Context: an optimization exercise on an open-source flow, tuned for small area. The choices shown serve that exercise and are no tape-out recipe. The RTL was checked by simulation tests, not by an equivalence proof against the original design. No activity file was given, so power comes from the tool's default toggle rates.

==> design/flow/design.v <==
module ft300_core (
    input  wire         clk,
    input  wire         rst,
    input  wire [63:0]  time_now,
    input  wire         cmd_valid,
    output wire         cmd_ready,
    input  wire [7:0]   cmd_word,
    input  wire         rx_valid,
    input  wire         rx_timeout,
    output wire         rx_ready,
    input  wire [7:0]   rx_data,
    output reg          rsp_valid,
    output reg  [2:0]   rsp_op,
    output reg  [3:0]   rsp_status,
    output wire [107:0] rsp_sample,
    output wire [63:0]  rsp_freq
);
    localparam [2:0] S_IDLE = 3'd0, S_DISC = 3'd1, S_CAPT = 3'd2,
                     S_READY = 3'd3, S_READING = 3'd4, S_STOP = 3'd5;
    localparam [2:0] D_IDLE = 3'd0, D_EPASS = 3'd1, D_WAITS = 3'd2, D_E = 3'd3,
                     D_LOAD = 3'd4, D_STEP = 3'd5, D_ROUND = 3'd6, D_EL = 3'd7;
    integer k;
    reg  [2:0] ph8;
    reg  [2:0] p5;
    wire ph8_0 = (ph8 == 3'd0);
    wire ph8_7 = (ph8 == 3'd7);
    wire p5_0  = (p5 == 3'd0);
    wire p5_4  = (p5 == 3'd4);
    always @(posedge clk) begin
        if (rst) begin
            ph8 <= 3'd0;
            p5  <= 3'd0;
        end else begin
            ph8 <= ph8 + 3'd1;
            p5  <= p5_4 ? 3'd0 : p5 + 3'd1;
        end
    end
    reg [2:0] sess;
    reg       busy;           
    reg [5:0] ctr;            
    wire [4:0] cnt = ctr[4:0];
    reg       prev20;
    reg       zref_zero;      
    reg       wclr;           
    reg       copy_run;       
    reg [2:0] dstate;
    wire [5:0] step = ctr;
    wire       rmode = (dstate == D_LOAD) || (dstate == D_STEP);   
    wire [7:0] rin;
    wire calm    = rsp_op[0];                           
    wire freq_en = (rsp_op == 3'd2) && (rsp_status == 4'd0);    
    wire inflight = (sess == S_DISC) || (sess == S_CAPT) || (sess == S_READING);
    wire ev_cycle = !busy && ph8_7;
    assign cmd_ready = ev_cycle && !inflight;
    assign rx_ready  = ev_cycle && inflight;
    wire cmd_fire  = cmd_valid && cmd_ready;
    wire to_fire   = rx_ready && rx_timeout;
    wire byte_fire = rx_ready && rx_valid && !rx_timeout;
    wire [2:0] c_op  = cmd_word[2:0];
    wire       c_cal = cmd_word[3];
    wire       c_bad = (cmd_word[7:4] != 4'd0) || (c_op > 3'd4) || (c_cal && (c_op != 3'd1));
    wire [5:0] ctr1  = ctr + 6'd1;
    wire       match = (cnt != 5'd0) && prev20 && (rx_data == 8'h4E);
    wire       frame = (cnt[4] || cnt == 5'd15);
    wire       ins   = byte_fire && !match;
    reg [7:0] w [0:14];
    reg       win_shift, win_pass, ptype_dec;
    wire [3:0] pb = ctr[3:0];
    wire      chain = win_shift | win_pass;
    wire [6:0] t   = {pb, ph8};
    wire [2:0] fld = pb[3:1];
    wire [3:0] j   = {pb[0], ph8};
    wire       end_pass = win_pass && (pb == 4'd14) && ph8_7;
    wire       wdata;
    always @(posedge clk) begin
        for (k = 0; k < 15; k = k + 1)
            w[k][6:0] <= w[k][7:1];
        for (k = 0; k < 13; k = k + 1)
            w[k][7] <= chain ? w[k+1][0] : w[k][0];
        w[13][7] <= win_pass ? wdata : (chain ? w[14][0] : w[13][0]);
        w[14][7] <= chain ? w[0][0] : w[14][0];
        if (ins)
            w[14] <= rx_data;
        if (rmode) begin
            w[11] <= w[12];
            w[12] <= tt[5];
        end
    end
    reg [7:0] zz [0:11];
    wire      zchain = win_pass && ptype_dec && (t < 7'd96);
    wire      zwe, zwd;
    always @(posedge clk) begin
        for (k = 0; k < 12; k = k + 1)
            zz[k][5:0] <= zz[k][6:1];
        for (k = 0; k < 11; k = k + 1)
            zz[k][6] <= zz[k][7];
        zz[11][6] <= zwe ? zwd : zz[11][7];
        for (k = 0; k < 11; k = k + 1)
            zz[k][7] <= zchain ? zz[k+1][0] : zz[k][0];
        zz[11][7] <= zchain ? zz[0][0] : zz[11][0];
    end
    wire s   = w[14][0];         
    wire u   = w[1][0];          
    wire zen = !(calm || zref_zero);
    wire zA  = zz[0][0]  & zen;  
    wire zB  = zz[11][7] & zen;  
    wire j0  = (j == 4'd0);
    wire j1  = (j == 4'd1);
    wire j15 = (j == 4'd15);
    wire kj  = (j == 4'd2);      
    reg  bF;
    wire fbin = j0 ? 1'b0 : bF;
    wire fo   = s ^ zA ^ fbin;
    wire fbo  = (~s & (zA | fbin)) | (zA & fbin);
    wire fsg  = s ^ zA ^ fbo;
    reg  [2:0] sg;
    reg        ca1, tie;
    reg  [2:0] acc, r5;
    wire a1    = j0 ? ~u : (u ^ kj ^ ca1);
    wire c1o   = j0 ? u : ((u & kj) | (u & ca1) | (kj & ca1));
    wire a16   = u & ~ca1;
    reg  [2:0] wgt;
    always @(*) begin
        case (j[1:0])
            2'd1: wgt = 3'd1;
            2'd2: wgt = 3'd2;
            2'd3: wgt = 3'd4;
            default: wgt = 3'd3;
        endcase
    end
    wire [3:0] asum = {1'b0, acc} + (a1 ? {1'b0, wgt} : 4'd0) + ((j15 && a16) ? 4'd2 : 4'd0);
    reg  [2:0] accn;
    always @(*) begin
        case (asum)
            4'd0, 4'd5, 4'd10: accn = 3'd0;
            4'd1, 4'd6, 4'd11: accn = 3'd1;
            4'd2, 4'd7, 4'd12: accn = 3'd2;
            4'd3, 4'd8, 4'd13: accn = 3'd3;
            default:           accn = 3'd4;
        endcase
    end
    reg  ca2, bg, by, bq, ym1, ym2;
    wire a2   = j0 ? ~s : (s ^ kj ^ ca2);
    wire c2o  = j0 ? s : ((s & kj) | (s & ca2) | (kj & ca2));
    wire r5b  = (j == 4'd1) ? r5[0] : (j == 4'd2) ? r5[1] : (j == 4'd3) ? r5[2] : 1'b0;
    wire bgi  = j1 ? 1'b0 : bg;
    wire g    = a2 ^ r5b ^ bgi;
    wire bgo  = (~a2 & (r5b | bgi)) | (r5b & bgi);
    wire ym2v = (j1 || kj) ? 1'b0 : ym2;
    wire byi  = j1 ? 1'b0 : by;
    wire y    = g ^ ym2v ^ byi;
    wire byo  = (~g & (ym2v | byi)) | (ym2v & byi);
    wire bqi  = j1 ? 1'b0 : bq;
    wire q    = y ^ zB ^ bqi;
    wire bqo  = (~y & (zB | bqi)) | (zB & bqi);
    wire qo   = j1 ? (q & ~tie) : q;
    reg  dly;
    wire force_f = (fld < 3'd3);
    wire sgsel   = (fld == 3'd3) ? sg[0] : (fld == 3'd4) ? sg[1] : sg[2];
    assign wdata = !ptype_dec ? 1'b0 :
                   force_f    ? fo :
                   (fld < 3'd6) ? (j0 ? sgsel : qo) : 1'b0;
    assign zwe = win_pass && ptype_dec && calm && (t != 7'd0) && (t <= 7'd96);
    assign zwd = (force_f || j0) ? dly : qo;
    always @(posedge clk) begin
        bF  <= fbo;
        ca1 <= c1o;
        ca2 <= c2o;
        bg  <= bgo;
        by  <= byo;
        bq  <= bqo;
        ym1 <= y;
        ym2 <= ym1;
        dly <= force_f ? s : qo;
        acc <= j0 ? 3'd0 : accn;
        if (j15 && (fld == 3'd2 || fld == 3'd3 || fld == 3'd4)) begin
            r5  <= accn;
            tie <= w[14][1] && (accn == 3'd0);    
        end
        if (j15 && fld == 3'd0) sg[0] <= fsg;
        if (j15 && fld == 3'd1) sg[1] <= fsg;
        if (j15 && fld == 3'd2) sg[2] <= fsg;
    end
    reg  [15:0] crc;
    reg         crc_ok;
    wire [15:0] ccur = (t == 7'd0) ? 16'h4498 : crc;
    wire        cfb  = ccur[0] ^ s;
    always @(posedge clk) begin
        if (t < 7'd96)
            crc <= {1'b0, ccur[15:1]} ^ (cfb ? 16'hA001 : 16'h0000);
        else
            crc <= {1'b0, crc[15:1]};
        if (t == 7'd96)
            crc_ok <= (crc[0] == s);
        else if (t < 7'd112)
            crc_ok <= crc_ok & (crc[0] == s);
    end
    reg  [7:0] tt [0:7];
    reg  [7:0] ss [0:7];
    wire       tload  = ev_cycle;
    wire       tshort = (dstate == D_E) || (dstate == D_EL) || (dstate == D_LOAD) || (dstate == D_STEP) || (dstate == D_ROUND);
    wire       epass  = (dstate == D_EPASS);
    reg        cy;       
    reg        ezero, big;
    wire [8:0] ed = {1'b0, tt[0]} - {1'b0, ss[0]} - {8'd0, ph8_0 ? 1'b0 : cy};
    always @(posedge clk) begin
        for (k = 0; k < 7; k = k + 1) begin
            tt[k] <= tt[k+1];
            ss[k] <= ss[k+1];
        end
        tt[7] <= rmode ? rin : epass ? ed[7:0] : tt[0];
        ss[7] <= copy_run ? tt[0] : ss[0];
        if (tshort)
            tt[4] <= tt[0];
        if (tload)
            for (k = 0; k < 8; k = k + 1)
                tt[k] <= time_now[8*k +: 8];
    end
    reg [7:0] xx [0:3];      
    reg [7:0] qq [0:4];
    reg        xmax, xeq;
    reg  [7:0] kd, xmd;
    always @(*) begin
        case (p5)
            3'd1: begin kd = 8'h24; xmd = 8'hDC; end
            3'd2: begin kd = 8'hF4; xmd = 8'h0B; end
            3'd3: begin kd = 8'h00; xmd = 8'h23; end
            3'd4: begin kd = 8'h00; xmd = 8'hF4; end
            default: begin kd = 8'h00; xmd = 8'h00; end
        endcase
    end
    wire [7:0] xa   = p5_0 ? 8'd0 : xx[0];
    wire [8:0] xs   = {1'b0, xa} + {1'b0, kd} + {8'd0, p5_0 ? 1'b0 : cy};
    wire [7:0] xnew = xmax ? 8'h00 : xs[7:0];
    wire       xeqn = (p5_0 ? 1'b1 : xeq) & (xnew == xmd);
    reg        sR, rsh, qsh, dnext, rnz;
    wire       rsi  = p5_0 ? dnext : rsh;
    wire [7:0] ra   = {w[11][6:0], rsi};
    wire [7:0] rb   = tt[0] ^ {8{~sR}};
    wire       rci  = p5_0 ? ~sR : cy;
    wire [8:0] rsum = {1'b0, ra} + {1'b0, rb} + {8'd0, rci};
    assign     rin  = (dstate == D_LOAD) ? 8'd0 : rsum[7:0];
    wire       qsi  = p5_0 ? ((step == 6'd0) ? 1'b0 : ~sR) : qsh;
    wire       ru = ~sR & (rnz | qq[0][0]);
    wire [8:0] qi = {1'b0, qq[0]} + {8'd0, p5_0 ? ru : cy};
    reg  [7:0] qin;
    always @(*) begin
        if (copy_run)
            qin = 8'd0;
        else case (dstate)
            D_LOAD:  qin = ezero ? qq[0] : big ? 8'd0 : xnew;
            D_STEP:  qin = {qq[0][6:0], qsi};
            D_ROUND: qin = qi[7:0];
            default: qin = qq[0];
        endcase
    end
    always @(posedge clk) begin
        for (k = 0; k < 4; k = k + 1)
            qq[k] <= qq[k+1];
        for (k = 0; k < 3; k = k + 1)
            xx[k] <= xx[k+1];
        xx[3] <= (dstate == D_LOAD && !p5_0) ? xnew : copy_run ? 8'd0 : xx[0];
        qq[4] <= qin;
        cy  <= epass ? ed[8] : (dstate == D_LOAD) ? xs[8] : (dstate == D_STEP) ? rsum[8] : qi[8];
        xeq <= xeqn;
        rsh <= w[11][7];
        qsh <= qq[0][7];
        if (epass) begin
            ezero <= (ph8_0 ? 1'b1 : ezero) & (ed[7:0] == 8'd0);
            big   <= (ph8_0 ? 1'b0 : big) |
                     ((ph8 == 3'd4) ? (|ed[7:5]) : (ph8 > 3'd4) ? (|ed[7:0]) : 1'b0);
        end
        if (dstate == D_LOAD) begin
            sR <= 1'b0;
            if (p5_4) begin
                dnext <= xnew[7];
                xmax  <= xeqn;
            end
        end
        if (dstate == D_STEP && p5_4) begin
            sR    <= rsum[7];
            dnext <= qq[0][6];
        end
        if (dstate == D_STEP && step == 6'd36)
            rnz <= (p5_0 ? 1'b0 : rnz) | (|rsum[7:0]);
        if (copy_run)
            xmax <= 1'b0;
    end
    wire [119:0] wv;
    wire [39:0]  qv;
    genvar gi, gb;
    generate
        for (gi = 0; gi < 15; gi = gi + 1) begin : g_wv
            assign wv[8*gi +: 8] = w[gi];
        end
        for (gi = 0; gi < 5; gi = gi + 1) begin : g_qv
            assign qv[8*gi +: 8] = qq[gi];
        end
        for (gi = 0; gi < 3; gi = gi + 1) begin : g_force
            for (gb = 0; gb < 16; gb = gb + 1) begin : g_b
                assign rsp_sample[18*gi + gb] = wv[(112 + 16*gi + gb) % 120];
            end
            assign rsp_sample[18*gi + 16] = wv[(112 + 48 + 16*gi) % 120];
            assign rsp_sample[18*gi + 17] = wv[(112 + 48 + 16*gi) % 120];
        end
        for (gi = 3; gi < 6; gi = gi + 1) begin : g_torque
            for (gb = 0; gb < 14; gb = gb + 1) begin : g_b
                assign rsp_sample[18*gi + gb] = wv[(112 + 16*gi + gb + 1) % 120];
            end
            for (gb = 14; gb < 18; gb = gb + 1) begin : g_s
                assign rsp_sample[18*gi + gb] = wv[(112 + 16*gi + 14) % 120];
            end
        end
    endgenerate
    assign rsp_freq = {28'd0, qv[35:0] & {36{freq_en}}};
    wire c_nop   = !c_bad && (c_op == 3'd0);
    wire c_start = !c_bad && (c_op == 3'd1);
    wire c_read  = !c_bad && (c_op == 3'd2);
    wire c_stop  = !c_bad && (c_op == 3'd3);
    wire c_rate  = !c_bad && (c_op == 3'd4);
    wire s_idle  = (sess == S_IDLE);
    wire s_ready = (sess == S_READY);
    wire s_disc  = (sess == S_DISC);
    wire s_capt  = (sess == S_CAPT);
    wire go_cal  = c_start && c_cal && s_idle;         
    wire go_st0  = c_start && !c_cal && s_idle;        
    wire go_read = c_read && s_ready;                  
    wire c_resp  = cmd_fire && !c_nop && !go_cal && !go_read;
    wire c_time  = cmd_fire && (go_st0 || (c_rate && s_ready));    
    wire rd_end  = (byte_fire && match) || to_fire;    
    wire comp    = rd_end && !s_disc;                  
    wire comp_fr = comp && byte_fire && frame;         
    wire dec_end = end_pass && ptype_dec;
    wire div_busy  = (dstate == D_LOAD) || (dstate == D_STEP) || (dstate == D_ROUND);
    wire start_dec = comp_fr;
    wire start_clr = (c_resp || comp) && !comp_fr && !wclr;
    wire resp_now  = busy && !win_pass && !copy_run &&
                     (dstate != D_EL) && !div_busy && ph8_7 && p5_4;
    wire ctr_clr = rst || start_clr || rd_end || (cmd_fire && (go_cal || go_read)) ||
                   (win_pass && ph8_7 && pb == 4'd14) || (dstate == D_LOAD && p5_4);
    wire ctr_inc = (ins && !cnt[4]) || (win_pass && ph8_7) || (dstate == D_STEP && p5_4);
    always @(posedge clk) begin
        if (ctr_clr)
            ctr <= 6'd0;
        else if (ctr_inc)
            ctr <= ctr1;
    end
    reg [3:0] c_status;
    always @(*) begin
        if (c_bad)                    c_status = 4'hB;
        else if (c_start)             c_status = s_idle ? 4'h0 : 4'hA;
        else if (c_read)              c_status = 4'h8;
        else if (c_rate && !s_ready)  c_status = 4'h8;
        else                          c_status = 4'h0;
    end
    always @(posedge clk) begin
        if (cmd_fire)
            rsp_op <= c_op;
        else if (comp)
            rsp_op <= s_capt ? 3'd1 : 3'd2;
        if (cmd_fire)
            rsp_status <= c_status;
        else if (comp && !comp_fr)
            rsp_status <= to_fire ? 4'h5 : 4'h6;
        else if (dec_end)
            rsp_status <= crc_ok ? 4'h0 : 4'h4;
        if (byte_fire && !match)
            prev20 <= (rx_data == 8'h20);
        if (go_st0 && cmd_fire)
            zref_zero <= 1'b1;
        else if (dec_end && crc_ok && calm)
            zref_zero <= 1'b0;
    end
    always @(posedge clk) begin
        rsp_valid <= 1'b0;
        if (rst) begin
            sess       <= S_IDLE;
            busy       <= 1'b0;
            wclr       <= 1'b0;
            copy_run   <= 1'b0;
            dstate     <= D_IDLE;
            win_shift  <= 1'b0;
            win_pass   <= 1'b0;
            ptype_dec  <= 1'b0;
        end else begin
            if (c_resp || comp)
                busy <= 1'b1;
            if (c_time || (comp_fr && s_capt))
                copy_run <= 1'b1;
            if (comp_fr && !s_capt)
                dstate <= D_EPASS;
            if (ins)
                wclr <= 1'b0;
            if (cmd_fire) begin
                if (go_cal)
                    sess <= S_DISC;
                else if (go_st0)
                    sess <= S_READY;
                else if (go_read)
                    sess <= S_READING;
                else if (c_stop && s_ready)
                    sess <= S_STOP;
            end
            if (rd_end)
                sess <= s_disc ? S_CAPT : s_capt ? (comp_fr ? S_CAPT : S_IDLE) : S_READY;
            if (dec_end && calm)
                sess <= crc_ok ? S_READY : S_IDLE;
            if (ins)
                win_shift <= 1'b1;
            else if (ph8_7)
                win_shift <= 1'b0;
            if (start_dec || start_clr) begin
                win_pass  <= 1'b1;
                ptype_dec <= start_dec;
                wclr      <= 1'b0;
            end else if (end_pass) begin
                if (ptype_dec && !crc_ok)
                    ptype_dec <= 1'b0;       
                else
                    win_pass <= 1'b0;
            end
            if (dec_end && crc_ok && !calm)
                dstate <= D_EL;
            if (end_pass && !ptype_dec)
                wclr <= 1'b1;
            if (copy_run && ph8_7)
                copy_run <= 1'b0;
            case (dstate)
                D_EPASS: if (ph8_7) dstate <= D_WAITS;
                D_WAITS: if (ph8_7 && p5_4) dstate <= D_E;
                D_EL: if (p5_4 && ph8[1:0] == 2'd2) dstate <= D_LOAD;
                D_LOAD: if (p5_4) dstate <= (ezero || big) ? D_IDLE : D_STEP;
                D_STEP: if (p5_4 && step == 6'd36) dstate <= D_ROUND;
                D_ROUND: if (p5_4) dstate <= D_IDLE;
                default: ;
            endcase
            if (resp_now) begin
                rsp_valid <= 1'b1;
                busy      <= 1'b0;
                dstate    <= D_IDLE;
            end
        end
    end
endmodule
==> design/flow/flow/run.sh <==
#!/bin/bash
# The standard ORFS flow with a few layout choices changed:
#  - after the standard synthesis, the logic between the flip-flops is
#    re-mapped by ABC for area (flow/resyn.ys, flow/abc.script); the
#    flip-flops themselves are kept as the standard synthesis made them;
#  - the port buffers use the smallest buffer cell;
#  - clock tree synthesis uses clkbuf_4 with small clusters and no dummy loads.
# Each tool's output goes to a log file of its own in this folder.
set -euo pipefail
export BUFFER_PORTS_ARGS="-buffer_cell sky130_fd_sc_hd__buf_1"
export CTS_ARGS="-sink_clustering_enable -repair_clock_nets -dont_use_dummy_load -buf_list sky130_fd_sc_hd__clkbuf_4 -sink_clustering_size 11 -sink_clustering_max_diameter 30"
R=orfs/results/$FLOW_PLATFORM/ft300_core/base
LIB=$FLOW_HOME/platforms/$FLOW_PLATFORM/lib/sky130_fd_sc_hd__tt_025C_1v80.lib
YOSYS=$FLOW_HOME/../tools/install/yosys/bin/yosys
bash standard.sh synth > synth.log 2>&1
cp $R/1_2_yosys.v $R/1_2_yosys_standard.v
sed -e "s#@LIB@#$LIB#g" -e "s#@IN@#$R/1_2_yosys_standard.v#" -e "s#@OUT@#$R/1_2_yosys.v#" \
    -e "s#@TOP@#$FLOW_TOP#" -e "s#@ABC@#$PWD/flow/abc.script#" flow/resyn.ys > resyn_run.ys
$YOSYS -s resyn_run.ys > resyn.log 2>&1
rm -f $R/1_synth.odb $R/1_synth.sdc
bash standard.sh > flow.log 2>&1
==> design/flow/flow/abc.script <==
strash
&get -n
&fraig -x
&put
dc2
dc2
strash
&get -n
&dch -f
&nf -R 1000
&put
==> design/flow/flow/resyn.ys <==
# Re-map the combinational logic of the standard synthesis for area.
# The flip-flops are kept as they are (same instances, names and cells):
# they are black boxes here, and only the gates between them are re-mapped.
read_liberty -ignore_miss_func @LIB@
blackbox sky130_fd_sc_hd__dfxtp_1 sky130_fd_sc_hd__edfxtp_1
read_verilog @IN@
hierarchy -top @TOP@
flatten
opt_clean -purge
techmap
opt -fast
abc -script @ABC@ -liberty @LIB@ -dont_use sky130_fd_sc_hd__probe_p_8 -dont_use sky130_fd_sc_hd__probec_p_8 -dont_use sky130_fd_sc_hd__lpflow_bleeder_1 -dont_use sky130_fd_sc_hd__lpflow_clkbufkapwr_1 -dont_use sky130_fd_sc_hd__lpflow_clkbufkapwr_16 -dont_use sky130_fd_sc_hd__lpflow_clkbufkapwr_2 -dont_use sky130_fd_sc_hd__lpflow_clkbufkapwr_4 -dont_use sky130_fd_sc_hd__lpflow_clkbufkapwr_8 -dont_use sky130_fd_sc_hd__lpflow_clkinvkapwr_1 -dont_use sky130_fd_sc_hd__lpflow_clkinvkapwr_16 -dont_use sky130_fd_sc_hd__lpflow_clkinvkapwr_2 -dont_use sky130_fd_sc_hd__lpflow_clkinvkapwr_4 -dont_use sky130_fd_sc_hd__lpflow_clkinvkapwr_8 -dont_use sky130_fd_sc_hd__lpflow_decapkapwr_12 -dont_use sky130_fd_sc_hd__lpflow_decapkapwr_3 -dont_use sky130_fd_sc_hd__lpflow_decapkapwr_4 -dont_use sky130_fd_sc_hd__lpflow_decapkapwr_6 -dont_use sky130_fd_sc_hd__lpflow_decapkapwr_8 -dont_use sky130_fd_sc_hd__lpflow_inputiso0n_1 -dont_use sky130_fd_sc_hd__lpflow_inputiso0p_1 -dont_use sky130_fd_sc_hd__lpflow_inputiso1n_1 -dont_use sky130_fd_sc_hd__lpflow_inputiso1p_1 -dont_use sky130_fd_sc_hd__lpflow_inputisolatch_1 -dont_use sky130_fd_sc_hd__lpflow_isobufsrc_1 -dont_use sky130_fd_sc_hd__lpflow_isobufsrc_16 -dont_use sky130_fd_sc_hd__lpflow_isobufsrc_2 -dont_use sky130_fd_sc_hd__lpflow_isobufsrc_4 -dont_use sky130_fd_sc_hd__lpflow_isobufsrc_8 -dont_use sky130_fd_sc_hd__lpflow_isobufsrckapwr_16 -dont_use sky130_fd_sc_hd__lpflow_lsbuf_lh_hl_isowell_tap_1 -dont_use sky130_fd_sc_hd__lpflow_lsbuf_lh_hl_isowell_tap_2 -dont_use sky130_fd_sc_hd__lpflow_lsbuf_lh_hl_isowell_tap_4 -dont_use sky130_fd_sc_hd__lpflow_lsbuf_lh_isowell_4 -dont_use sky130_fd_sc_hd__lpflow_lsbuf_lh_isowell_tap_1 -dont_use sky130_fd_sc_hd__lpflow_lsbuf_lh_isowell_tap_2 -dont_use sky130_fd_sc_hd__lpflow_lsbuf_lh_isowell_tap_4 
opt_clean -purge
setundef -zero
splitnets
opt_clean -purge
hilomap -singleton -hicell sky130_fd_sc_hd__conb_1 HI -locell sky130_fd_sc_hd__conb_1 LO
insbuf -buf sky130_fd_sc_hd__buf_1 A X
opt_clean -purge
stat -liberty @LIB@
write_verilog -noattr -nohex -nodec @OUT@
==> design/flow/standard.sh <==
#!/bin/bash
# synth_recipe.tcl (not shown) runs the flow's synth.tcl, then flattens the netlist and writes it again
# the make line also repeats each setting of config.mk as NAME=value (left out here)
make -C /OpenROAD-flow-scripts/flow DESIGN_CONFIG=/design/flow/config.mk WORK_HOME=/design/flow/orfs CLKGATE_MAP_FILE= SYNTH_SCRIPT=/design/flow/synth_recipe.tcl "${@:-finish}"
==> design/flow/config.mk <==
export PLATFORM = sky130hd
export DESIGN_NAME = ft300_core
export DESIGN_NICKNAME = ft300_core
export VERILOG_FILES = /design/flow/design.v
export SDC_FILE = /design/flow/constraint.sdc
export NUM_CORES = 4
export LEC_CHECK = 0
export CAP_MARGIN = 20
export CORE_MARGIN = 2
export CORE_UTILIZATION = 75
export PLACE_DENSITY = 0.85
export SLEW_MARGIN = 20
==> design/flow/constraint.sdc <==
create_clock -name core_clock -period 20.0 [get_ports {clk}]
set_input_delay 4.0000 -clock core_clock [delete_from_list [all_inputs] [get_ports {clk}]]
set_output_delay 4.0000 -clock core_clock [all_outputs]
set_load 0.01 [all_outputs]
==> flow_summary_export.csv, run 1 <==
group,metric,value,unit
pwr,ir_drop,0.0000861,V
logic_synthesis,syn_area,15700,sq um
sta,final.min_clock_period,6.40,ns
grt,gr-total-overflow,0,
final_layout,drive_gt1_frac,0.0438,
clock_network,clk_latency,0.72,ns
placement,place_congestion,0.893,
routing,routed_wl,37.9,mm
job,maxCapViolCount,0,
pwr,power_leakage,6.83,nW
clock_network,root_buffer,"clkbuf_4",
clock_network,cts.repair.resized,0,
pwr,p_per_area,97.5,nW/um^2
grt,top_usage_layer,"met2",
sta,fin_skew,0.115,ns
worst_setup_path,cp-start-kind,"register",
worst_setup_path,crit_fanout,36,
worst_setup_path,crit_path_top_delay_cell,"or4b_1",
clock_network,post_cts_buffers,0,
worst_setup_path,critPathCaptureType,"output pin",
clock_network,clockBufferDepth,3,
routing,ant_nets,0,
sta,slew-limit-headroom,0.191,
sta,slew_violations,0,
worst_setup_path,worstPathRequired,16.00,ns
grt,antenna_found_initial,1,
routing,first_pass_iters,5,
die,die-area,22200,sq um
logic_synthesis,syn-instance-count,1551,
logic_synthesis,syn_avg_cell_area,10.1,sq um
grt,grt_first_pass_wirelength,59.9,mm
final_layout,synthToLayoutAreaGrowth,10.1,%
placement,io_buffers,238,
placement,dp_hpwl,26.6,mm
sta,postLayoutSetupSlackWorst,13.60,ns
clock_network,clock_sinks,496,
sta,min_period_over_period,0.320,
die,rows,52,
routing,post_drt_wl_per_cell,18.3,um
worst_setup_path,max_stage_delay,0.54,ns
grt,grt_max_degree,71,
routing,vias_per_cell,5.73,
logic_synthesis,ys_warn_count,7,
clock_network,cts.hold.buffers_added,0,
die,die_x,149,um
grt,use_met1,0.430,
sta,worstMarginPinSlew,1.20,ns
placement,pre_cts_ws,13.34,ns
sta,grt_setup_unrepaired,"no",
clock_network,cts_tree,"yes",
final_layout,final_nets,1892,
grt,use_met3,0.0740,
worst_setup_path,crit_family,"simple AND/OR/NAND/NOR gates",
grt,grt.total_usage,0.344,
die,fp.coreArea,20400,sq um
pwr,power,1.69,mW
worst_setup_path,crit_buf_inv,2,
die,ios,267,
sta,finalSetupViolCount,0,
routing,vias,11900,
sta,hold_violations,0,
clock_network,numCtsBuffers,68,
grt,grt_pass1_vias,11900,
min_path,hp-class,"reg2reg",
sta,fmax,156,MHz
worst_setup_path,crit_chain,"or4b_1 > nor4_2 > buf_4 > and2_0 > buf_1",
die,die_y,149,um
die,initial_core_util,0.770,
clock_network,clkTransAtPathRegs,0.10,ns
worst_setup_path,worstPathArrival,2.40,ns
run_status,outcome,"timing/DRC/antenna clean",
grt,use_met2,0.571,
worst_setup_path,path_class,"reg2out",
clock_network,cts_max_level,3,
routing,drcViolationCount,0,
routing,drt_iter0_markers,934,
sta,fin_tns_setup,0,ns
layer usage:
layer / up-vias / part of all wire
met5: - / 0
met4: 0 / 0.046
met3: 136 / 0.078
met2: 610 / 0.47
met1: 5529 / 0.40
li1: 5615 / -
final cells by class:
class / count / area [sq um]
Multi-Input combinational cell: 968 / 5290
Tap cell: 270 / 338
Timing Repair Buffer: 246 / 953
Fill cell: 1170 / 3100
Clock buffer: 68 / 510
Inverter: 27 / 101
Antenna cell: 1 / 2.50
Sequential cell: 496 / 10100
where the power goes:
| part | total (mW) | internal [mW] | switching [mW] |
|---|---|---|---|
| logic | 0.168 | 0.0683 | 0.0995 |
| registers | 1.07 | 1.04 | 0.0270 |
| clock network | 0.453 | 0.157 | 0.296 |
flip-flops by register name, summed over array words and instances (netlist names), 3 cells and up:
signal	flops
acc	3
crc	16
ctr	6
dstate	3
p5	3
ph8	3
qq	40
r5	3
rsp_op	3
rsp_status	4
sess	3
sg	3
ss	64
tt	64
w	120
xx	32
zz	96
placed cells by master (no fill, tap or decap), drive strengths merged, types with 6 or more instances in the layout:
master,count
a211oi,6
a21o,6
a21oi,77
a31oi,15
and2,55
and3,9
buf,246
clkbuf,68
clkinv,27
conb,28
dfxtp,475
edfxtp,21
maj3,8
mux2,30
mux2i,13
nand2,107
nand2b,19
nand3,23
nand4,7
nor2,310
nor2b,11
nor3,27
nor4,10
o211ai,6
o21ai,51
o22ai,7
or2,7
or3,7
xnor2,37
xor2,24
final timing paths:
| check | start | endpoint | slack (ns) | cells past startpoint |
|---|---|---|---|---|
| worst max-delay path | rsp_op[2]$_SDFFCE_PN0P_ | rsp_freq[23] | 13.60 | 5 |
| worst min-delay path | xx[3][1]$_DFF_P_ | xx[2][1]$_DFF_P_ | 0.27 | 0 |
| worst max register to register | p5[2]$_SDFF_PP0_ | rnz$_DFFE_PP_ | 15.81 | 13 |
| worst min register to register | xx[3][1]$_DFF_P_ | xx[2][1]$_DFF_P_ | 0.27 | 0 |
stage by stage:
stage	cell area [sq um]	cells	hold slack, ns	utilization
after floorplan	15800	1578	0.310	-
after global placement	16800	2007	0.310	0.823
after detailed placement	16800	2007	0.312	0.823
after CTS	17300	2075	0.253	0.848
after global routing	17300	2076	0.258	0.848
final	17300	2076	0.269	0.848
==> run 2, diff against run 1 <==
--- a/design/flow/flow/run.sh
+++ b/design/flow/flow/run.sh
@@ -9,5 +9,5 @@
 set -euo pipefail
 export BUFFER_PORTS_ARGS="-buffer_cell sky130_fd_sc_hd__buf_1"
-export CTS_ARGS="-sink_clustering_enable -repair_clock_nets -dont_use_dummy_load -buf_list sky130_fd_sc_hd__clkbuf_4 -sink_clustering_size 11 -sink_clustering_max_diameter 30"
+export CTS_ARGS="-sink_clustering_enable -repair_clock_nets -dont_use_dummy_load -buf_list sky130_fd_sc_hd__clkbuf_4 -sink_clustering_size 10 -sink_clustering_max_diameter 30"
 R=orfs/results/$FLOW_PLATFORM/ft300_core/base
 LIB=$FLOW_HOME/platforms/$FLOW_PLATFORM/lib/sky130_fd_sc_hd__tt_025C_1v80.lib
==> flow_summary_export.csv, run 2 <==
group,metric,value,unit
worst_setup_path,critPathCaptureType,"output pin",
placement,place_area,16800,sq um
sta,fin_skew,0.106,ns
sta,min_period_over_period,0.321,
logic_synthesis,ys_warn_count,7,
worst_setup_path,reg2reg_slack,15.77,ns
routing,drcViolationCount,0,
clock_network,post_cts_buffers,0,
worst_setup_path,crit_path_top_delay_cell,"or4b_1",
final_layout,synthToLayoutAreaGrowth,10.2,%
routing,first_pass_iters,14,
final_layout,multi_input_area,5290,sq um
routing,vias,12000,
pwr,power_leakage,6.84,nW
sta,fin_tns_setup,0,ns
clock_network,cts.hold.buffers_added,0,
clock_network,clk_latency,0.73,ns
worst_setup_path,timing.rr.start,"p5[2]$_SDFF_PP0_",
grt,grt_max_degree,71,
clock_network,clock_sinks,496,
final_layout,filler_cell_count,1138,
sta,worstMarginPinSlew,1.12,ns
logic_synthesis,syn_area,15700,sq um
die,rows,52,
grt,grt_first_pass_wirelength,60.9,mm
clock_network,root_buffer,"clkbuf_4",
job,maxCapViolCount,0,
routing,drt_iter0_markers,1080,
final_layout,reg.largest.list,"w x120, zz x96",
final_layout,top_register,"w",
worst_setup_path,crit_chain,"or4b_1 > nor4_2 > buf_4 > and2_0 > buf_1",
pwr,ir_drop,0.0000845,V
min_path,hp-class,"reg2reg",
pwr,p_per_area,97.8,nW/um^2
grt,grt_pass1_vias,12000,
logic_synthesis,syn-instance-count,1551,
min_path,min_to,"ss[2][2]$_DFF_P_",
worst_setup_path,crit_buf_inv,2,
final_layout,largest_register_ffs,120,
sta,hold_violations,0,
final_layout,final_nets,1893,
sta,fmax,156,MHz
min_path,hold_path_depth,0,
worst_setup_path,path_class,"reg2out",
sta,postLayoutSetupSlackWorst,13.58,ns
worst_setup_path,worstPathRequired,16.00,ns
routing,top_layer_used,"met4",
routing,routed_wl,38.8,mm
sta,slew-limit-headroom,0.249,
clock_network,cts_max_level,3,
sta,grt_setup_unrepaired,"no",
final_layout,final_common_cell,"dfxtp_1",
grt,antenna_found_initial,3,
worst_setup_path,reg2reg_to,"rnz$_DFFE_PP_",
final_layout,fin_util,0.849,
worst_setup_path,cp-startpoint,"rsp_op[2]$_SDFFCE_PN0P_",
grt,gr-total-overflow,0,
run_status,outcome,"timing/DRC/antenna clean",
grt,grt.total_usage,0.353,
routing,post_drt_wl_per_cell,18.7,um
sta,final.min_clock_period,6.42,ns
die,die_y,149,um
final_layout,layout_common_cells,"475 x dfxtp_1, 309 x nor2_1, 238 x buf_1",
routing,wl_met3,3.14,mm
worst_setup_path,crit_family,"simple AND/OR/NAND/NOR gates",
routing,wl_met2,18.6,mm
die,ios,267,
final_layout,fin_area,17300,sq um
placement,place_congestion,0.893,
sta,finalSetupViolCount,0,
logic_synthesis,syn_avg_cell_area,10.1,sq um
placement,io_buffers,238,
placement,dp_hpwl,26.6,mm
sta,worst_hold_slack,0.293,ns
die,die_x,149,um
placement,pre_cts_ws,13.34,ns
routing,ant_nets,0,
worst_setup_path,crit_fanout,36,
die,die-area,22200,sq um
clock_network,numCtsBuffers,69,
worst_setup_path,cp-start-kind,"register",
min_path,min-delay-start,"ss[3][2]$_DFF_P_",
routing,wl_met1,15.1,mm
routing,vias_per_cell,5.78,
worst_setup_path,max_stage_delay,0.54,ns
sta,slew_violations,0,
worst_setup_path,worstPathArrival,2.42,ns
clock_network,cts_tree,"yes",
clock_network,cts.repair.resized,0,
final_layout,regArea,10100,sq um
final_layout,drive_gt1_frac,0.0443,
worst_setup_path,reg2reg_depth,13,
die,fp.coreArea,20400,sq um
clock_network,clockBufferDepth,3,
die,initial_core_util,0.770,
clock_network,clkTransAtPathRegs,0.10,ns
## run 2: final cells by class
| cell class | instances | area share |
|---|---|---|
| repair buffers | 246 | 0.0550 |
| well taps | 270 | 0.0195 |
| multi-input cells | 968 | 0.305 |
| clock buffers | 69 | 0.0299 |
| flip-flops and latches | 496 | 0.585 |
| diodes | 2 | 0.000289 |
| inverters | 27 | 0.00584 |
## run 2: routing by layer
metal / global-route usage / up-vias
met1: 0.429 / 5582
li1: - / 5622
met4: 0.177 / 0
met5: 0 / -
met3: 0.0780 / 149
met2: 0.596 / 654
## run 2: through the flow
step	std cells	total power, mW
after floorplan	1578	1.21
after global placement	2007	1.24
after global routing	2078	1.76
final	2078	1.70
after detailed placement	2007	1.25
after CTS	2076	1.70
## run 2: worst max-delay path by stage
stage,end,slack [ns],cells after the start
floorplan,rsp_freq[0],13.02,3
global placement,ctr[2]$_SDFFE_PP0P_,13.50,8
detailed placement,ctr[0]$_SDFFE_PP0P_,13.34,8
CTS,rsp_freq[20],13.52,5
global route,rsp_freq[20],13.41,5
finish,rsp_freq[20],13.58,5
## run 2: power breakdown
part / leakage (nW) / switching, mW / internal (mW)
combinational: 2.46 / 0.0998 / 0.0683
clock: 0.317 / 0.300 / 0.159
sequential: 4.06 / 0.0278 / 1.04
==> run 3, diff against run 2 <==
--- a/design/flow/design.v
+++ b/design/flow/design.v
@@ -16,8 +16,8 @@
     output wire [63:0]  rsp_freq
 );
-    localparam [2:0] S_IDLE = 3'd0, S_DISC = 3'd1, S_CAPT = 3'd2,
-                     S_READY = 3'd3, S_READING = 3'd4, S_STOP = 3'd5;
+    localparam [2:0] S_IDLE = 3'b000, S_DISC = 3'b100, S_CAPT = 3'b101,
+                     S_READY = 3'b001, S_READING = 3'b110, S_STOP = 3'b010;
     localparam [2:0] D_IDLE = 3'd0, D_EPASS = 3'd1, D_WAITS = 3'd2, D_E = 3'd3,
-                     D_LOAD = 3'd4, D_STEP = 3'd5, D_ROUND = 3'd6, D_EL = 3'd7;
+                     D_EL = 3'd4, D_ROUND = 3'd5, D_LOAD = 3'd6, D_STEP = 3'd7;
     integer k;
     reg  [2:0] ph8;
@@ -50,5 +50,5 @@
     wire calm    = rsp_op[0];                           
     wire freq_en = (rsp_op == 3'd2) && (rsp_status == 4'd0);    
-    wire inflight = (sess == S_DISC) || (sess == S_CAPT) || (sess == S_READING);
+    wire inflight = sess[2];
     wire ev_cycle = !busy && ph8_7;
     assign cmd_ready = ev_cycle && !inflight;
@@ -65,4 +65,6 @@
     wire       ins   = byte_fire && !match;
     reg [7:0] w [0:14];
+    reg [7:0] tt [0:7];       
+    reg [7:0] ss [0:7];
     reg       win_shift, win_pass, ptype_dec;
     wire [3:0] pb = ctr[3:0];
@@ -196,6 +198,4 @@
             crc_ok <= crc_ok & (crc[0] == s);
     end
-    reg  [7:0] tt [0:7];
-    reg  [7:0] ss [0:7];
     wire       tload  = ev_cycle;
     wire       tshort = (dstate == D_E) || (dstate == D_EL) || (dstate == D_LOAD) || (dstate == D_STEP) || (dstate == D_ROUND);
==> flow_summary_export.csv, run 3 <==
group,metric,value,unit
run_status,outcome,"timing/DRC/antenna clean",
sta,slew-limit-headroom,0.272,
grt,gr-total-overflow,0,
routing,post_drt_wl_per_cell,18.5,um
sta,finalSetupViolCount,0,
sta,worst_hold_slack,0.300,ns
pwr,ir_drop,0.0000895,V
routing,vias_per_cell,5.76,
placement,place_congestion,0.887,
clock_network,root_buffer,"clkbuf_4",
placement,dp_cells,1974,
worst_setup_path,reg2reg_to,"rnz$_DFFE_PP_",
clock_network,clockBufferDepth,3,
clock_network,cts_max_level,3,
final_layout,final_nets,1861,
worst_setup_path,crit_family,"simple AND/OR/NAND/NOR gates",
routing,routed_wl,37.9,mm
final_layout,final_common_cell,"dfxtp_1",
routing,drcViolationCount,0,
placement,io_buffers,238,
sta,slew_violations,0,
sta,worstMarginPinSlew,1.09,ns
pwr,power,1.71,mW
min_path,hp-class,"reg2reg",
clock_network,numCtsBuffers,70,
clock_network,cts.hold.buffers_added,0,
worst_setup_path,max_stage_delay,0.54,ns
routing,first_pass_iters,5,
routing,ant_nets,0,
sta,fmax,155,MHz
routing,vias,11800,
placement,dp_hpwl,25.6,mm
placement,pre_cts_ws,13.36,ns
die,die_x,149,um
final_layout,fin_area,17300,sq um
placement,place_area,16700,sq um
final_layout,top_register,"w",
worst_setup_path,crit_chain,"or4b_1 > nor4_2 > buf_4 > and2_0 > buf_1",
final_layout,fin_cells,2047,
logic_synthesis,ys_warn_count,7,
final_layout,largest_register_ffs,120,
worst_setup_path,worstSetupPathDepth,5,
routing,drt_iter0_markers,883,
die,ios,267,
worst_setup_path,timing.rr.start,"p5[2]$_SDFF_PP0_",
worst_setup_path,path_class,"reg2out",
logic_synthesis,syn_avg_cell_area,10.3,sq um
grt,grt_first_pass_wirelength,58.8,mm
grt,antenna_found_initial,2,
final_layout,layout_common_cells,"475 x dfxtp_1, 271 x nor2_1, 238 x buf_1",
pwr,power_leakage,6.78,nW
sta,final.min_clock_period,6.44,ns
sta,grt_setup_unrepaired,"no",
worst_setup_path,crit_buf_inv,2,
clock_network,cts_tree,"yes",
final_layout,drive_gt1_frac,0.0462,
clock_network,cts.repair.resized,0,
worst_setup_path,crit_fanout,36,
worst_setup_path,worstPathRequired,16.00,ns
logic_synthesis,syn-instance-count,1520,
logic_synthesis,syn_area,15700,sq um
grt,grt.total_usage,0.340,
sta,min_period_over_period,0.322,
clock_network,clkTransAtPathRegs,0.10,ns
sta,postLayoutSetupSlackWorst,13.57,ns
worst_setup_path,endpoint,"rsp_freq[14]",
die,die_y,149,um
final_layout,reg.largest.list,"w x120, zz x96",
final_layout,filler_cell_count,1062,
clock_network,post_cts_buffers,0,
worst_setup_path,cp-start-kind,"register",
grt,grt_pass1_vias,11600,
die,rows,52,
worst_setup_path,worstPathArrival,2.44,ns
worst_setup_path,critPathCaptureType,"output pin",
final_layout,synthToLayoutAreaGrowth,10.3,%
die,die-area,22100,sq um
final_layout,fin_util,0.849,
clock_network,clock_sinks,496,
job,maxCapViolCount,0,
grt,grt_max_degree,76,
pwr,p_per_area,99.0,nW/um^2
die,fp.coreArea,20400,sq um
worst_setup_path,crit_path_top_delay_cell,"or4b_1",
sta,fin_skew,0.0745,ns
worst_setup_path,reg2reg_slack,15.67,ns
worst_setup_path,reg2reg_depth,14,
sta,hold_violations,0,
sta,fin_tns_setup,0,ns
worst_setup_path,cp-startpoint,"rsp_status[2]$_SDFFCE_PP0P_",
clock_network,clk_latency,0.72,ns
die,initial_core_util,0.770,
run 3: cell types whose count changed in the layout (fill, tap and decap cells not counted), moves of 4 or more:
cell / delta
mux2_1: +14
a21oi_1: -9
o2111ai_1: -4
nor2_1: -38
o22a_1: -4
nand2b_1: -7
clkinv_1: -4
nor2b_1: +10
o221ai_1: +6
o21ai_0: +20
and2_0: -6
a22o_1: -4
run 3: worst min-delay path by stage:
stage                              startpoint           endpoint  slack, ns  depth (start not counted)
after floorplan           qq[4][4]$_SDFF_PP0_   qq[3][4]$_DFF_P_       0.31                          0
after global placement      zz[11][3]$_DFF_P_  zz[11][2]$_DFF_P_       0.31                          0
after detailed placement     xx[3][3]$_DFF_P_   xx[2][3]$_DFF_P_       0.31                          0
after CTS                    xx[3][2]$_DFF_P_   xx[2][2]$_DFF_P_       0.30                          0
after global routing         xx[3][2]$_DFF_P_   xx[2][2]$_DFF_P_       0.28                          0
final                        ss[1][7]$_DFF_P_   ss[0][7]$_DFF_P_       0.30                          0
run 3: layout make-up:
class,count,area [sq um],share of cell area
Antenna cell,3,7.51,0.000434
Clock buffer,70,526,0.0304
Sequential cell,496,10100,0.587
Inverter,23,86.3,0.00499
Multi-Input combinational cell,941,5250,0.304
Timing Repair Buffer,244,938,0.0543
Tap cell,270,338,0.0195
run 3: metal layers:
layer  vias to the layer above  track usage  wire [um]
met4                         0        0.155       1580
met3                       140       0.0706       2760
met1                      5502        0.405      14500
met5                         -            0          0
met2                       624        0.595      19000
li1                       5527            -          -
run 3: worst reg2reg max path, cell delays in order, from the launching register on:
cell     delay [ns]
dfxtp_1        0.46
or3_1          0.52
nor2_1         0.15
a21o_1         0.27
o21ai_0        0.31
a21oi_1        0.16
maj3_1         0.40
nand2_1        0.07
o21ai_0        0.12
maj3_1         0.38
maj3_1         0.37
nand2_1        0.07
o21ai_0        0.11
xor2_1         0.19
or4_1          0.48
run 3: power by group:
| part | switching [mW] | total [mW] | internal, mW |
|---|---|---|---|
| registers | 0.0304 | 1.07 | 1.04 |
| logic | 0.102 | 0.172 | 0.0701 |
| clock network | 0.305 | 0.467 | 0.162 |
| total | 0.438 | 1.71 | 1.27 |
==> run 4, diff against run 3 <==
--- a/design/flow/design.v
+++ b/design/flow/design.v
@@ -220,12 +220,10 @@
     reg [7:0] qq [0:4];
     reg        xmax, xeq;
-    reg  [7:0] kd, xmd;
+    reg  [7:0] kd;
     always @(*) begin
         case (p5)
-            3'd1: begin kd = 8'h24; xmd = 8'hDC; end
-            3'd2: begin kd = 8'hF4; xmd = 8'h0B; end
-            3'd3: begin kd = 8'h00; xmd = 8'h23; end
-            3'd4: begin kd = 8'h00; xmd = 8'hF4; end
-            default: begin kd = 8'h00; xmd = 8'h00; end
+            3'd1:    kd = 8'h24;
+            3'd2:    kd = 8'hF4;
+            default: kd = 8'h00;
         endcase
     end
@@ -233,5 +231,5 @@
     wire [8:0] xs   = {1'b0, xa} + {1'b0, kd} + {8'd0, p5_0 ? 1'b0 : cy};
     wire [7:0] xnew = xmax ? 8'h00 : xs[7:0];
-    wire       xeqn = (p5_0 ? 1'b1 : xeq) & (xnew == xmd);
+    wire       xeqn = p5_4 ? (xeq & (xnew == 8'hF4)) : (xnew == 8'h23);
     reg        sR, rsh, qsh, dnext, rnz;
     wire       rsi  = p5_0 ? dnext : rsh;
==> flow_summary_export.csv, run 4 <==
group,metric,value,unit
placement,io_buffers,238,
grt,grt_pass1_vias,12100,
worst_setup_path,path_class,"reg2out",
sta,min_period_over_period,0.322,
sta,grt_setup_unrepaired,"no",
grt,grt_first_pass_wirelength,61.2,mm
grt,grt.total_usage,0.352,
die,die_x,149,um
final_layout,top_register,"w",
routing,ant_nets,0,
worst_setup_path,critPathCaptureType,"output pin",
routing,wl_met2,19.5,mm
routing,drt_iter0_markers,1027,
pwr,swShare,0.254,
worst_setup_path,endpoint,"rsp_freq[15]",
worst_setup_path,reg2reg_to,"zz[11][6]$_DFF_P_",
pwr,power.combinational.fraction,0.102,
final_layout,synthToLayoutAreaGrowth,10.3,%
routing,post_drt_wl_per_cell,19.0,um
sta,fin_tns_setup,0,ns
final_layout,final_nets,1873,
worst_setup_path,timing.rr.start,"ctr[0]$_SDFFE_PP0P_",
die,fp.coreArea,20400,sq um
min_path,min-delay-start,"xx[3][5]$_DFF_P_",
logic_synthesis,syn_avg_cell_area,10.2,sq um
worst_setup_path,reg2reg_slack,15.19,ns
routing,routed_wl,39.1,mm
clock_network,cts_tree,"yes",
routing,top_layer_used,"met4",
clock_network,cts.hold.buffers_added,0,
worst_setup_path,crit_fanout,36,
logic_synthesis,syn_area,15700,sq um
pwr,ir_drop,0.0000962,V
logic_synthesis,syn-instance-count,1532,
sta,fmax,155,MHz
sta,slew_violations,0,
grt,grt_max_degree,73,
sta,worstMarginPinSlew,1.08,ns
worst_setup_path,cp-startpoint,"rsp_op[2]$_SDFFCE_PN0P_",
clock_network,cts.repair.resized,0,
die,rows,52,
clock_network,root_buffer,"clkbuf_4",
worst_setup_path,worstPathArrival,2.44,ns
worst_setup_path,max_stage_delay,0.55,ns
job,maxCapViolCount,0,
clock_network,clockBufferDepth,3,
worst_setup_path,crit_chain,"or4b_1 > nor4_2 > buf_4 > and2_0 > buf_1",
grt,gr-total-overflow,0,
pwr,p_per_area,99.2,nW/um^2
placement,dp_hpwl,26.6,mm
clock_network,post_cts_buffers,0,
final_layout,multi_input_area,5240,sq um
final_layout,largest_register_ffs,120,
die,die_y,149,um
worst_setup_path,worstPathRequired,16.00,ns
min_path,hp-class,"reg2reg",
pwr,p_clk_frac,0.271,
min_path,hold_path_depth,0,
routing,wl_met3,3.00,mm
die,die-area,22100,sq um
clock_network,numCtsBuffers,72,
pwr,power.internal,1.28,mW
clock_network,clk_latency,0.72,ns
sta,hold_violations,0,
final_layout,final_common_cell,"dfxtp_1",
die,ios,267,
final_layout,filler_cell_count,1087,
sta,final.min_clock_period,6.44,ns
sta,slew-limit-headroom,0.278,
worst_setup_path,crit_path_top_delay_cell,"or4b_1",
clock_network,clkTransAtPathRegs,0.10,ns
final_layout,layout_common_cells,"474 x dfxtp_1, 266 x nor2_1, 238 x buf_1",
clock_network,clock_sinks,496,
grt,antenna_found_initial,1,
pwr,power.share.sequential,0.627,
routing,first_pass_iters,6,
placement,dp_cells,1984,
worst_setup_path,reg2reg_depth,17,
sta,fin_skew,0.0938,ns
routing,wl_met1,14.9,mm
sta,finalSetupViolCount,0,
final_layout,reg.largest.list,"w x120, zz x96",
final_layout,drive_gt1_frac,0.0459,
placement,place_congestion,0.926,
pwr,power_leakage,6.85,nW
run_status,outcome,"timing/DRC/antenna clean",
die,initial_core_util,0.769,
worst_setup_path,cp-start-kind,"register",
routing,vias,12000,
routing,drcViolationCount,0,
pwr,p_switching,0.436,mW
logic_synthesis,ys_warn_count,7,
routing,vias_per_cell,5.85,
clock_network,cts_max_level,3,
final_layout,fin_cells,2057,
final_layout,regArea,10100,sq um
-- run 4: worst min-delay path by stage --
| stage | endpoint | slack [ns] |
|---|---|---|
| 6_report | xx[2][5]$_DFF_P_ | 0.27 |
| 5_1_grt | xx[2][7]$_DFF_P_ | 0.26 |
| 4_1_cts | xx[2][7]$_DFF_P_ | 0.27 |
| 3_5_place_dp | ss[3][6]$_DFF_P_ | 0.31 |
| 3_3_place_gp | ss[3][5]$_DFF_P_ | 0.31 |
| 2_1_floorplan | qq[3][4]$_DFF_P_ | 0.31 |
-- run 4: power by group through the flow --
stage / logic, mW / registers (mW) / clock network, mW
floorplan: 0.126 / 1.08 / 0
global placement: 0.153 / 1.09 / 0
detailed placement: 0.166 / 1.09 / 0
CTS: 0.171 / 1.07 / 0.469
global route: 0.192 / 1.08 / 0.510
finish: 0.175 / 1.07 / 0.465
-- run 4: worst max-delay path: cells and delay by family (launching register included) --
| family | cells | cell delay, ns |
|---|---|---|
| buffers and inverters | 2 | 0.48 |
| flip-flops | 1 | 0.39 |
| AND/OR/NAND/NOR | 3 | 0.92 |
-- run 4: area by class of cell --
class                           instances  share of cell area
Sequential cell                       496               0.587
Multi-Input combinational cell        950               0.303
Antenna cell                            1            0.000145
Clock buffer                           72              0.0313
Timing Repair Buffer                  242              0.0534
Inverter                               26             0.00565
Tap cell                              270              0.0196
-- run 4: through the flow --
stage | util | hold WS, ns | power, mW | worst slack [ns] | area [sq um]
finish | 0.848 | 0.268 | 1.71 | 13.56 | 17300
global route | 0.848 | 0.260 | 1.78 | 13.39 | 17300
global placement | 0.821 | 0.310 | 1.24 | 13.69 | 16700
floorplan | - | 0.310 | 1.21 | 13.02 | 15800
detailed placement | 0.821 | 0.312 | 1.26 | 13.66 | 16700
CTS | 0.848 | 0.271 | 1.71 | 13.53 | 17300
-- run 4: metal layers --
layer  GRT usage  up-vias
li1            -     5551
met1       0.409     5638
met2       0.620      677
met3      0.0758      163
met4       0.173        0
met5           0        -
==> run 5, diff against run 4 <==
--- a/design/flow/config.mk
+++ b/design/flow/config.mk
@@ -8,5 +8,5 @@
 export CAP_MARGIN = 20
 export CORE_MARGIN = 2
-export CORE_UTILIZATION = 75
-export PLACE_DENSITY = 0.85
+export CORE_UTILIZATION = 70
+export PLACE_DENSITY = 0.8
 export SLEW_MARGIN = 20
==> flow_summary_export.csv, run 5 <==
group,metric,value,unit
grt,antenna_found_initial,1,
placement,io_buffers,238,
worst_setup_path,cp-start-kind,"register",
clock_network,cts.hold.buffers_added,0,
grt,grt_pass1_vias,11100,
pwr,p_clk_frac,0.273,
clock_network,numCtsBuffers,74,
routing,drcViolationCount,0,
clock_network,cts.repair.resized,0,
grt,grt.total_usage,0.289,
die,rows,54,
sta,fin_tns_setup,0,ns
clock_network,clock_sinks,496,
clock_network,post_cts_buffers,0,
worst_setup_path,crit_fanout,73,
worst_setup_path,cp-startpoint,"ph8[0]$_SDFF_PP0_",
logic_synthesis,syn-instance-count,1532,
min_path,hp-class,"reg2reg",
sta,grt_setup_unrepaired,"no",
clock_network,clkTransAtPathRegs,0.10,ns
die,initial_core_util,0.716,
grt,grt_max_degree,74,
die,ios,267,
pwr,ir_drop,0.0000836,V
pwr,power.internal,1.28,mW
job,maxCapViolCount,0,
final_layout,drive_gt1_frac,0.0470,
clock_network,clockBufferDepth,3,
routing,post_drt_wl_per_cell,16.8,um
sta,worstMarginPinSlew,1.01,ns
logic_synthesis,ys_warn_count,7,
die,die_x,154,um
sta,slew-limit-headroom,0.324,
pwr,power.combinational.fraction,0.096,
sta,fmax,155,MHz
routing,vias_per_cell,5.53,
sta,hold_violations,0,
worst_setup_path,critPathCaptureType,"output pin",
clock_network,cts_max_level,3,
pwr,power_leakage,6.86,nW
sta,min_period_over_period,0.324,
grt,gr-total-overflow,0,
worst_setup_path,worstPathArrival,2.47,ns
final_layout,final_nets,1876,
routing,vias,11400,
die,die_y,154,um
sta,fin_skew,0.133,ns
final_layout,reg.largest.list,"w x120, zz x96",
final_layout,fin_util,0.791,
min_path,min-delay-start,"zz[8][2]$_DFF_P_",
placement,place_congestion,0.911,
routing,routed_wl,34.7,mm
pwr,power.share.sequential,0.630,
final_layout,layout_common_cells,"475 x dfxtp_1, 266 x nor2_1, 238 x buf_1",
logic_synthesis,syn_avg_cell_area,10.2,sq um
worst_setup_path,path_class,"reg2out",
sta,slew_violations,0,
final_layout,final_common_cell,"dfxtp_1",
sta,finalSetupViolCount,0,
die,die-area,23600,sq um
final_layout,synthToLayoutAreaGrowth,10.5,%
pwr,swShare,0.245,
routing,drt_iter0_markers,765,
pwr,p_per_area,98.2,nW/um^2
placement,dp_hpwl,24.1,mm
logic_synthesis,syn_area,15700,sq um
pwr,p_switching,0.416,mW
die,fp.coreArea,21900,sq um
routing,first_pass_iters,6,
clock_network,root_buffer,"clkbuf_4",
clock_network,cts_tree,"yes",
grt,grt_first_pass_wirelength,55.2,mm
final_layout,top_register,"w",
worst_setup_path,worstPathRequired,16.00,ns
sta,final.min_clock_period,6.47,ns
routing,ant_nets,0,
run_status,outcome,"timing/DRC/antenna clean",
placement,dp_cells,1995,
clock_network,clk_latency,0.72,ns
final_layout,largest_register_ffs,120,
worst_setup_path,timing.rr.start,"p5[2]$_SDFF_PP0_",
final_layout,fin_cells,2070,
[run 5: final cells by class]
| type | count | area, sq um |
|---|---|---|
| Clock buffer | 74 | 556 |
| Fill cell | 1402 | 4580 |
| Antenna cell | 1 | 2.50 |
| Timing Repair Buffer | 243 | 931 |
| Multi-Input combinational cell | 950 | 5240 |
| Sequential cell | 496 | 10100 |
| Tap cell | 280 | 350 |
| Inverter | 26 | 97.6 |
[run 5: per-stage QoR]
stage / worst slack [ns] / area (sq um) / total power [mW] / hold slack [ns]
final: 13.53 / 17300 / 1.70 / 0.261
after floorplan: 13.02 / 15800 / 1.21 / 0.310
after CTS: 13.48 / 17300 / 1.71 / 0.273
after global placement: 13.71 / 16700 / 1.24 / 0.310
after detailed placement: 13.63 / 16800 / 1.25 / 0.312
after global routing: 13.38 / 17300 / 1.77 / 0.274
[run 5: power by group through the flow]
stage          registers (mW)  clock network, mW  logic [mW]
5_1_grt                  1.08              0.508       0.186
2_1_floorplan            1.08                  0       0.126
3_3_place_gp             1.09                  0       0.154
4_1_cts                  1.07              0.475       0.163
6_report                 1.07              0.464       0.164
3_5_place_dp             1.09                  0       0.161
[run 5: worst paths after layout]
| kind | end | slack (ns) | cells past startpoint |
|---|---|---|---|
| worst max-delay path | cmd_ready | 13.53 | 5 |
| worst min-delay path | zz[8][1]$_DFF_P_ | 0.26 | 0 |
| worst min register to register | zz[8][1]$_DFF_P_ | 0.26 | 0 |
| worst max register to register | tt[7][7]$_DFF_P_ | 15.77 | 14 |
[run 5: critical path: stages, from the launching register on]
cell,delay [ns]
dfxtp_1,0.47
and3_1,0.46
nand2_2,0.08
buf_4,0.32
nor2_1,0.32
buf_1,0.18
[run 5: routing by layer]
| metal | track usage | vias to the layer above | part of all wire |
|---|---|---|---|
| li1 | - | 5554 | - |
| met1 | 0.355 | 5331 | 0.41 |
| met2 | 0.499 | 465 | 0.49 |
| met3 | 0.0555 | 93 | 0.062 |
| met4 | 0.121 | 0 | 0.032 |
| met5 | 0 | - | 0 |
==> run 6, diff against run 5 <==
--- a/design/flow/config.mk
+++ b/design/flow/config.mk
@@ -8,5 +8,5 @@
 export CAP_MARGIN = 20
 export CORE_MARGIN = 2
-export CORE_UTILIZATION = 70
-export PLACE_DENSITY = 0.8
+export CORE_UTILIZATION = 65
+export PLACE_DENSITY = 0.75
 export SLEW_MARGIN = 20
==> flow_summary_export.csv, run 6 <==
group,metric,value,unit
final_layout,filler_cell_count,1749,
worst_setup_path,critPathCaptureType,"output pin",
placement,place_area,16800,sq um
final_layout,layout_common_cells,"475 x dfxtp_1, 266 x nor2_1, 238 x buf_1",
routing,first_pass_iters,5,
clock_network,cts_max_level,3,
pwr,p_clk_frac,0.274,
final_layout,largest_register_ffs,120,
worst_setup_path,crit_chain,"or4b_1 > nor4_2 > buf_4 > and2_0 > buf_1",
pwr,power.internal,1.29,mW
sta,fmax,158,MHz
clock_network,cts.repair.resized,0,
final_layout,final_nets,1878,
logic_synthesis,syn_area,15700,sq um
clock_network,clock_sinks,496,
pwr,p_per_area,97.7,nW/um^2
pwr,swShare,0.243,
worst_setup_path,crit_fanout,36,
logic_synthesis,syn_avg_cell_area,10.2,sq um
clock_network,numCtsBuffers,75,
routing,post_drt_wl_per_cell,15.6,um
grt,grt_max_degree,73,
final_layout,multi_input_area,5230,sq um
pwr,power.share.sequential,0.631,
routing,routed_wl,33.0,mm
sta,hold_violations,0,
pwr,p_switching,0.412,mW
clock_network,root_buffer,"clkbuf_4",
sta,grt_setup_unrepaired,"no",
final_layout,regArea,10100,sq um
grt,grt_pass1_vias,10900,
die,die_y,159,um
min_path,hp-class,"reg2reg",
grt,grt.total_usage,0.256,
grt,gr-total-overflow,0,
clock_network,cts_tree,"yes",
sta,fin_skew,0.0925,ns
placement,dp_hpwl,23.1,mm
sta,min_period_over_period,0.317,
final_layout,synthToLayoutAreaGrowth,10.9,%
worst_setup_path,timing.rr.start,"p5[2]$_SDFF_PP0_",
final_layout,final_common_cell,"dfxtp_1",
routing,vias,11200,
sta,worstMarginPinSlew,1.01,ns
routing,vias_per_cell,5.31,
sta,final.min_clock_period,6.34,ns
routing,drt_iter0_markers,754,
placement,io_buffers,238,
die,rows,56,
sta,postLayoutSetupSlackWorst,13.66,ns
sta,slew_violations,0,
placement,pre_cts_ws,13.56,ns
job,maxCapViolCount,0,
die,initial_core_util,0.665,
logic_synthesis,syn-instance-count,1532,
routing,ant_nets,0,
die,fp.coreArea,23500,sq um
clock_network,clockBufferDepth,3,
grt,antenna_found_initial,1,
grt,grt_first_pass_wirelength,53.0,mm
sta,slew-limit-headroom,0.327,
worst_setup_path,path_class,"reg2out",
worst_setup_path,max_stage_delay,0.55,ns
pwr,ir_drop,0.0000694,V
run_status,outcome,"timing/DRC/antenna clean",
pwr,power_leakage,6.87,nW
min_path,min-delay-start,"xx[3][6]$_DFF_P_",
pwr,power.combinational.fraction,0.095,
worst_setup_path,cp-start-kind,"register",
routing,drcViolationCount,0,
clock_network,cts.hold.buffers_added,0,
worst_setup_path,worstPathRequired,16.00,ns
sta,finalSetupViolCount,0,
logic_synthesis,ys_warn_count,7,
worst_setup_path,crit_path_top_delay_cell,"or4b_1",
clock_network,clkTransAtPathRegs,0.09,ns
clock_network,clk_latency,0.69,ns
final_layout,top_register,"w",
final_layout,reg.largest.list,"w x120, zz x96",
final_layout,fin_area,17400,sq um
clock_network,post_cts_buffers,0,
die,die-area,25400,sq um
sta,fin_tns_setup,0,ns
placement,place_congestion,0.896,
die,ios,267,
final_layout,drive_gt1_frac,0.0480,
worst_setup_path,worstPathArrival,2.34,ns
worst_setup_path,reg2reg_slack,15.83,ns
die,die_x,159,um
worst_setup_path,cp-startpoint,"rsp_op[2]$_SDFFCE_PN0P_",
[run 6: cell type report]
type                       count  share of cell area
antenna                        1            0.000144
clock buffer                  75              0.0324
inverter                      26             0.00562
multi-input combinational    950               0.301
sequential                   496               0.584
tap                          319              0.0230
timing repair buffer         244              0.0540
[run 6: final timing paths]
path / to / cells past startpoint
setup / recovery: rsp_freq[11] / 5
hold / removal: xx[2][6]$_DFF_P_ / 0
hold reg to reg: xx[2][6]$_DFF_P_ / 0
setup reg to reg: tt[7][7]$_DFF_P_ / 14
[run 6: layer usage]
layer / vias up / GRT usage / wire length [um]
met3: 72 / 0.0516 / 1920
met1: 5170 / 0.323 / 14300
li1: 5593 / - / -
met2: 366 / 0.435 / 16000
met5: - / 0 / 0
met4: 0 / 0.0988 / 825
[run 6: power by group through the flow]
stage | clock network [mW] | logic [mW] | registers, mW
final | 0.465 | 0.162 | 1.07
after global routing | 0.516 | 0.183 | 1.08
after CTS | 0.477 | 0.161 | 1.07
after detailed placement | 0 | 0.159 | 1.09
after global placement | 0 | 0.154 | 1.09
after floorplan | 0 | 0.126 | 1.08
[run 6: worst max-delay path, delay by kind of cell (launching register included)]
family                 cells  cell delay (ns)
AND/OR/NAND/NOR            3             0.86
buffers and inverters      2             0.46
flip-flops                 1             0.40
[run 6: metrics by stage]
step / hold WS, ns / util / power, mW / std cells
global route: 0.276 / 0.738 / 1.78 / 2111
finish: 0.272 / 0.738 / 1.70 / 2111
floorplan: 0.310 / - / 1.21 / 1559
CTS: 0.273 / 0.738 / 1.71 / 2110
detailed placement: 0.312 / 0.714 / 1.25 / 2035
global placement: 0.310 / 0.714 / 1.24 / 2035

static timing again, ports no longer ideal:
No port has a modelled driver above. Below, the same layouts with a new extraction and two added sets of constraints. Step 1 assumes that a clkbuf_16 drives the clock port and a buf_2 every other input. Step 2 also shifts input and output timing later by t, the mid clock arrival at the registers, as if the neighbouring blocks saw the same clock. Three values: ideal, step 1, step 2; two values: the first two.
| run | t, ns | setup WS [ns] | clock arrival spread, ns | worst register clock-pin slew, ns |
|---|---|---|---|---|
| run 1 | 0.710 | 13.601 / 13.553 / 13.133 | 0.117 / 0.117 | 0.11 / 0.11 |
| run 2 | 0.726 | 13.580 / 13.534 / 13.156 | 0.109 / 0.110 | 0.11 / 0.11 |
| run 3 | 0.722 | 13.565 / 13.523 / 13.265 | 0.091 / 0.091 | 0.12 / 0.12 |
| run 4 | 0.715 | 13.565 / 13.519 / 13.577 | 0.137 / 0.137 | 0.13 / 0.13 |
| run 5 | 0.703 | 13.529 / 13.482 / 13.535 | 0.138 / 0.138 | 0.11 / 0.11 |
| run 6 | 0.694 | 13.660 / 13.611 / 13.507 | 0.097 / 0.097 | 0.11 / 0.11 |
After both steps setup and hold are still met in every run listed. For run 1, which loses most, drivers alone change the setup slack by -0.048 ns; drivers and shift together by -0.468 ns.
